This is an optimization exercise on Yosys and OpenROAD, whose aim is small area, a short achievable clock period and few clock cycles, not a production implementation. No run shown here included a check of the RTL's function; only the layout flow was run.

==> flow/design.v (outline; a module is shown in full before it is edited, if it fits) <==
// module gcx_enc: 1101 lines
module gcx_enc (
    input  wire        clk,
    input  wire        rst,         
    input  wire        in_valid,
    output wire        in_ready,
    input  wire [15:0] in_data,
    input  wire        in_key,
    input  wire        in_last,
    output wire        out_valid,
    input  wire        out_ready,
    output wire [31:0] out_data,
    output wire        out_last,
    output wire        done,
    output wire [31:0] hash,
    output wire [31:0] lcg
);
  // ...
==> flow/run.sh <==
#!/bin/bash
# synth_recipe.tcl (not shown) runs the flow's synth.tcl, then flattens the netlist and writes it again
# the make line also repeats each setting of config.mk as NAME=value (left out here)
make -C /OpenROAD-flow-scripts/flow DESIGN_CONFIG=/design/flow/config.mk WORK_HOME=/design/flow/orfs CLKGATE_MAP_FILE= SYNTH_SCRIPT=/design/flow/synth_recipe.tcl finish
==> flow/config.mk <==
export PLATFORM = sky130hd
export DESIGN_NAME = gcx_enc
export DESIGN_NICKNAME = gcx_enc
export VERILOG_FILES = /design/flow/design.v
export SDC_FILE = /design/flow/constraint.sdc
export NUM_CORES = 4
export LEC_CHECK = 0
export ABC_AREA = 1
export CAP_MARGIN = 50
export CORE_MARGIN = 2
export CORE_UTILIZATION = 40
export SLEW_MARGIN = 60
==> flow/constraint.sdc <==
create_clock -name core_clock -period 36.0 [get_ports {clk}]
set_input_delay 7.2000 -clock core_clock [delete_from_list [all_inputs] [get_ports {clk}]]
set_output_delay 7.2000 -clock core_clock [all_outputs]
set_load 0.01 [all_outputs]
==> metrics.md, run 1 <==
| Metric | Value |
|---|---|
| Fmax | 108 MHz |
| Buffer count from post-CTS setup fixing | 0 |
| Setup TNS | 0 ns |
| Synth warnings | 1 |
| Fin worst setup slack | 26.76 ns |
| Wire per inst | 19.3 µm |
| Core area | 0.0456 mm² |
| Highest metal used | met4 |
| Critical Path Sink | rdy$_SDFF_PP1_ |
| Clock-cell share | 2.85% |
| GR Util met3 | 4.73% |
| Final Hold Violating Endpoints | 0 |
| Max-cap violation count | 0 |
| Number of enable flip-flop cells after synthesis | 95 |
| Plain + repair buffers | 132 |
| CP arrival | 9.55 ns |
| CP top delay family | simple AND/OR/NAND/NOR gates |
| Gate Count Post-Synth | 2392 |
| Simple-gate share of the synthesized area | 17.5% |
| Status | finished clean |
| Post-route cell area | 0.0208 mm² |
| Hold Path Depth | 0 |
| Non-clk invs | 513 |
| GP Congestion | 0.959 |
| ANT nets after route | 0 |
| FF-to-FF End | h[31]$_SDFFCE_PP0P_ |
| Clock root buffer | clkbuf_16 |
| Top FF cell, synth | edfxtp_1 |
| CP Max Fanout | 14 |
| Area-dominant class | multi-input combinational cells |
| Seq cells post-synth | 123 |
| M1 wire length | 26.3 mm |
| Synth Area in Compound Gates | 13.2% |
| Fin Clk Skew | 0.0151 ns |
| Worst EP required | 36.31 ns |
| Num sequential | 123 |
| Share of layout cells above drive strength 1 | 5.16% |
| WL met2 | 27.0 mm |
==> run 2, diff against run 1 <==
--- a/flow/design.v
+++ b/flow/design.v
@@ -179,17 +179,18 @@
     reg         conv;        
     reg         np;          
     reg  [13:0] sbuf;        
     reg  [2:0]  L;           
     reg         inpay;       
     reg         lastin;      
     reg         rdy;
     reg         ov;          
-    reg  [31:0] odat;        
+    reg  [5:0]  ocs;         
+    reg  [1:0]  oc;          
     reg         olast;
     reg         dn;
     wire fire  = in_valid & rdy;
     wire fkey  = fire & in_key;
     wire fbyte = fire & ~in_key;
     wire adv   = ~ov | out_ready;
     wire [11:0] a1_0 = t1_0(Y[3:0]);
     wire [11:0] a1_1 = t1_1(Y[7:4]);
@@ -1031,20 +1032,16 @@
     wire hm_155 = hm_135 ? hm_142 : hm_54;
     wire hm_156 = hm_135 ? hm_144 : hm_56;
     wire hm_157 = hm_135 ? hm_146 : hm_58;
     wire hm_158 = hm_135 ? hm_148 : hm_60;
     wire hm_159 = hm_135 ? hm_150 : hm_62;
     wire hm_160 = hm_135 ? hm_151 : 1'b0;
     wire [31:0] hn = {hm_159, hm_158, hm_157, hm_156, hm_155, hm_154, hm_153, hm_152, hm_134, hm_133, hm_132, hm_131, hm_130, hm_129, hm_128, hm_127, hm_109, hm_108, hm_107, hm_106, hm_105, hm_104, hm_103, hm_102, hm_68, hm_66, hm_64, hm_36, hm_32, hm_28, hm_24, hm_0};
     wire [5:0] cs = qv[21:16] ^ {k1, k2, k3};
-    wire [7:0] q0 = e0(cs[5:4]);
-    wire [7:0] q1 = e1({cs[5:2], c == 2'd1});
-    wire [7:0] q2 = e2({c, cs[3:0]});
-    wire [7:0] q3 = e3({c == 2'd3, cs[1:0]});
     always @(posedge clk) begin
         if (fkey) begin
             u  <= in_data;
             uf <= hfirst;
         end
         ul <= uln;
         if (upd)
             h <= uf ? {16'd0, u} : hn;    
@@ -1055,17 +1052,18 @@
             Y <= seedY;
             zw <= w0(h[5:0]);
         end else if (beat) begin
             Y  <= (c == 2'd3) ? y3 : (c == 2'd2) ? y2 : y1;
             zw <= (c == 2'd3) ? w3 : (c == 2'd2) ? w2 : w1;
             qY <= (c == 2'd3) ? n3 : (c == 2'd2) ? n2 : n1;
         end
         if (adv) begin
-            odat  <= {q3, q2, q1, q0};
+            ocs   <= cs;
+            oc    <= c;
             olast <= lastin & ~L[2];
         end
         if (rst) begin
             hfirst <= 1'b1;
             sbuf   <= 14'd0;
             L      <= 3'd0;
             inpay  <= 1'b0;
             lastin <= 1'b0;
@@ -1086,16 +1084,17 @@
             lastin <= lastn;
             np     <= npn;
             rdy    <= ~((uvn & uln) | npn) & (dnn | (lastn ? ~uvn : (Ln <= 4'd3)));
             ov     <= beat | (ov & ~out_ready);
             dn     <= dnn;
             conv   <= beat & lastin & ~L[2];
         end
     end
-    assign out_data  = odat;
+    assign out_data  = {e3({oc == 2'd3, ocs[1:0]}), e2({oc, ocs[3:0]}),
+                        e1({ocs[5:2], oc == 2'd1}), e0(ocs[5:4])};
     assign out_valid = ov;
     assign out_last  = olast;
     assign in_ready  = rdy;
     assign done      = dn;
     assign hash      = h;
     assign lcg       = {h[31:18] & {14{np}}, Y[11:0], zw};
 endmodule
==> run 2 against run 1 <==
  * Routed wire length decreased by 5.3%
  * Non-clock buffer count rose by 1
  * Sequential share of layout area shrank 1.6 points
  * Die area decreased by 1.2%
  * Clock skew is 0.0079 ns lower
  * Core utilization shrank 0.90 points
  * Fmax is 1.6% lower
  * Final area down 2.6%
  * Critical path depth decreased by 7
  * First-iteration DRC count decreased by 23%
==> metrics.md, run 2 <==
| Metric | Value |
|---|---|
| Rel. slew slack | 57.8% (was 58.4%) |
| Final Hold Violating Endpoints | 0 (unchanged) |
| Core area | 0.0453 mm² (was 0.0456 mm²) |
| M1 wire length | 24.5 mm (was 26.3 mm) |
| Worst EP required | 28.80 ns (was 36.31 ns) |
| Number of port buffers | 112 (unchanged) |
| Hold Path Depth | 0 (unchanged) |
| Commonest non-fill, non-tap cell in the layout | inv_1 (unchanged) |
| Drc violations | 0 (unchanged) |
| Post-synthesis average cell area | 7.60 µm² (was 7.76 µm²) |
| Post-Place Cells | 3063 (was 3048) |
| Gate Count Post-Synth | 2413 (was 2392) |
| ANT nets after route | 0 (unchanged) |
| Critical Path Start Type | flop (was input port) |
| Synth warnings | 1 (unchanged) |
| Gr usage total | 24.1% (was 25.2%) |
| Mux cell area share after synthesis | 0.171% (was 0.0539%) |
| Drt via density | 5.22 (was 5.29) |
| Unrepaired setup endpoints after global routing | no (unchanged) |
| Top FF cell, synth | edfxtp_1 (unchanged) |
| Initial antenna violation count | 0 (unchanged) |
| Seq cells post-synth | 109 (was 123) |
| Non-filler instance count after layout | 3083 (unchanged) |
| Post-DP HPWL | 47.8 mm (was 49.6 mm) |
| WL met2 | 27.3 mm (was 27.0 mm) |
| Post-cts sizing count | 0 (unchanged) |
| Routed WL | 56.5 mm (was 59.6 mm) |
| # rows | 78 (unchanged) |
| CTS Buffer Depth | 2 (unchanged) |
| Routed via count | 16100 (was 16300) |
| Crit path launch | oc[1]$_DFFE_PN_ (was in_valid) |
| Die area | 0.0476 mm² (was 0.0481 mm²) |
| First-pass GRT wire length | 88.6 mm (was 91.5 mm) |
| Largest net degree at the start of global routing | 34 (unchanged) |
| HP Class | reg -> reg (unchanged) |
| Adder-cell share of the synthesized area | 35.3% (was 34.5%) |
| Most flops, register | h (unchanged) |
| Synth async-reset ratio | 0% (unchanged) |
| Largest family of logic cells by synthesized area | adder cells (unchanged) |
| Pins Over Slew Limit | 0 (unchanged) |
| Fin Clk Skew | 0.00718 ns (was 0.0151 ns) |
| Clock root buffer | clkbuf_16 (unchanged) |
| Number of enable flip-flop cells after synthesis | 81 (was 95) |
| Worst setup EP type | primary output (was flop) |
| Starting DRT DRC Count | 1266 (was 1647) |
| Wire per inst | 18.3 µm (was 19.3 µm) |
| Cts bufs inserted | 9 (was 17) |
| Die height | 218 µm (was 219 µm) |
| Initial Utilization | 40.5% (was 40.7%) |
| Fmax | 107 MHz (was 108 MHz) |
| Share of layout cells above drive strength 1 | 3.91% (was 5.16%) |
| Syn Std Cell Area | 0.0183 mm² (was 0.0186 mm²) |
| CP Max Fanout | 9 (was 14) |
| Commonest cells in the netlist | inv_1, nand2_1, fa_1, o21ai_0, ha_1 (unchanged) |
| Buffer count from post-CTS setup fixing | 0 (unchanged) |
| Post-synthesis xor/xnor area fraction | 3.82% (was 3.62%) |
| Hold_buf cts | 0 (unchanged) |
| Synth area leader | fa_1 (unchanged) |
| Fin nets | 2893 (was 2880) |
| Biggest regs | h x32, u x16, Y x15 (was h x32, odat x22, u x16) |
| Clk sink count | 109 (was 123) |
| Count leader, synth | inv_1 (unchanged) |
| Gr ovfl total | 0 (unchanged) |
| Final Core Density | 44.8% (was 45.7%) |
| WS Path Type | reg -> out (was in -> reg) |
| I/O Pins | 122 (unchanged) |
| CTS tree | done (unchanged) |
| Synth cell types | 59 (was 62) |
| # H-tree levels | 3 (was 4) |
| Critical R2R Launch | h[15]$_DFFE_PP_ (was h[10]$_DFFE_PP_) |
| CP arrival | 2.19 ns (was 9.55 ns) |
| Minimum clock period | 9.39 ns (was 9.24 ns) |
| Clk slew on worst S/H paths | 0.07 ns (about the same) |
| Final-report setup violation count | 0 (unchanged) |
| HP Start | hfirst$_SDFF_PP1_ (unchanged) |
| Top cell type's share of synthesized area | 22.5% (was 22.2%) |
| Die W | 218 µm (was 219 µm) |
| Setup TNS | 0 ns (unchanged) |
| R2R setup slack | 28.17 ns (was 28.04 ns) |
| GP Congestion | 0.954 (was 0.959) |
| Simple-gate share of the synthesized area | 17.6% (was 17.5%) |
| Most frequent cells in the layout | inv_1, nand2_1, fa_1 (unchanged) |
| Ranking of synthesized cells by area | fa_1, edfxtp_1, ha_1, inv_1, nand2_1 (unchanged) |
| Max-cap violation count | 0 (unchanged) |
| Synth-to-Final Area Change | 10.7% (was 12.3%) |
| Clk latency of the worst-skew pair | 0.37 ns (was 0.43 ns) |
| R2r worst-path depth | 23 (was 24) |
| Synth Area in Compound Gates | 13.8% (was 13.2%) |
| Met3 WL post-DR | 2.54 mm (was 4.32 mm) |
| Crit share post-route | 26.1% (was 25.7%) |
| First drt pass iteration count | 6 (unchanged) |
| Highest metal used | met4 (unchanged) |
| Register area share after synthesis | 16.3% (was 18.4%) |
| Worst-margin pin slew | 0.627 ns (was 0.617 ns) |
| N_diodes | 0 (unchanged) |
| Vias in the first global route | 15800 (was 16100) |
| Number of flip-flops under the largest register name | 32 (unchanged) |
| Status | finished clean (unchanged) |
-- run 2: cell count changes after synthesis, moves of 11 or more --
cell / before / now
xor2_1: 37 / 48
edfxtp_1: 95 / 81
o211ai_1: 15 / 26
nand3_1: 107 / 123
a21oi_1: 99 / 112
nand2_1: 440 / 424
-- run 2: kinds of logic after synthesis --
logic type      Yosys count
xor+xnor                 79
flops                   109
fa+ha+maj               393
mux                       3
buf+inv                 608
other cells               2
compound gates          444
simple gates            775
-- run 2: final timing paths --
| check | end |
|---|---|
| min | uf$_DFFE_PP_ |
| min reg2reg | uf$_DFFE_PP_ |
| max reg2reg | h[31]$_SDFFCE_PP0P_ |
| max | out_data[10] |
-- run 2: metrics by stage --
stage / setup WS [ns] / hold slack, ns / area, µm²
CTS: 26.59 / 0.450 / 20200
global placement: 26.02 / 0.423 / 19900
floorplan: 27.26 / 0.409 / 18400
detailed placement: 26.38 / 0.431 / 20000
global route: 26.49 / 0.468 / 20300
finish: 26.61 / 0.449 / 20300
-- run 2: per-layer routing --
layer  track usage, %  vias up
li1                 -     7758
met5                0        -
met4             9.37        0
met3             2.09       92
met1             31.5     7762
met2             41.1      476
-- run 2: layout make-up --
| cell class | instances | area, µm² |
|---|---|---|
| fill | 4621 | 25000 |
| tap | 600 | 751 |
| sequential | 109 | 2990 |
| clock inverter | 6 | 47.5 |
| multi-input combinational | 1703 | 13000 |
| inverter | 522 | 1960 |
| clock buffer | 10 | 229 |
| timing repair buffer | 133 | 1280 |
-- run 2: worst max-delay path, stage by stage, from the launching register on --
cell	delay, ns
edfxtp_1	0.50
nor2_1	0.22
inv_1	0.09
ha_1	0.27
mux2_2	0.27
clkdlybuf4s50_1	0.47

==> port drivers added, routing unchanged <==
The results above use ideal ports. As a check the final layouts listed here were re-extracted and re-timed, cells and wires unchanged.
Step 1: set_driving_cell puts a clkbuf_16 on clk and a buf_2 on each other input, an assumption about the parent block.
Step 2 adds t to the input delays and takes it off the output delays; t is the mean of the earliest and latest rising clock arrival at the registers after step 1. Input paths then give back, and output paths get back, about the clock's delay inside the block.
Three values: no drivers, after step 1, after step 2; two values: the first two.
run	t, ns	setup WS [ns]	worst setup path after step 2	worst register clock-pin slew, ns
run 1	0.474	26.762 / 26.787 / 26.313	input to register	0.08 / 0.08
run 2	0.416	26.614 / 26.563 / 26.354	input to register	0.08 / 0.08
After both steps every run listed still meets setup and hold. For run 1, which loses most, drivers alone change the setup slack by +0.025 ns; drivers and shift together by -0.449 ns.
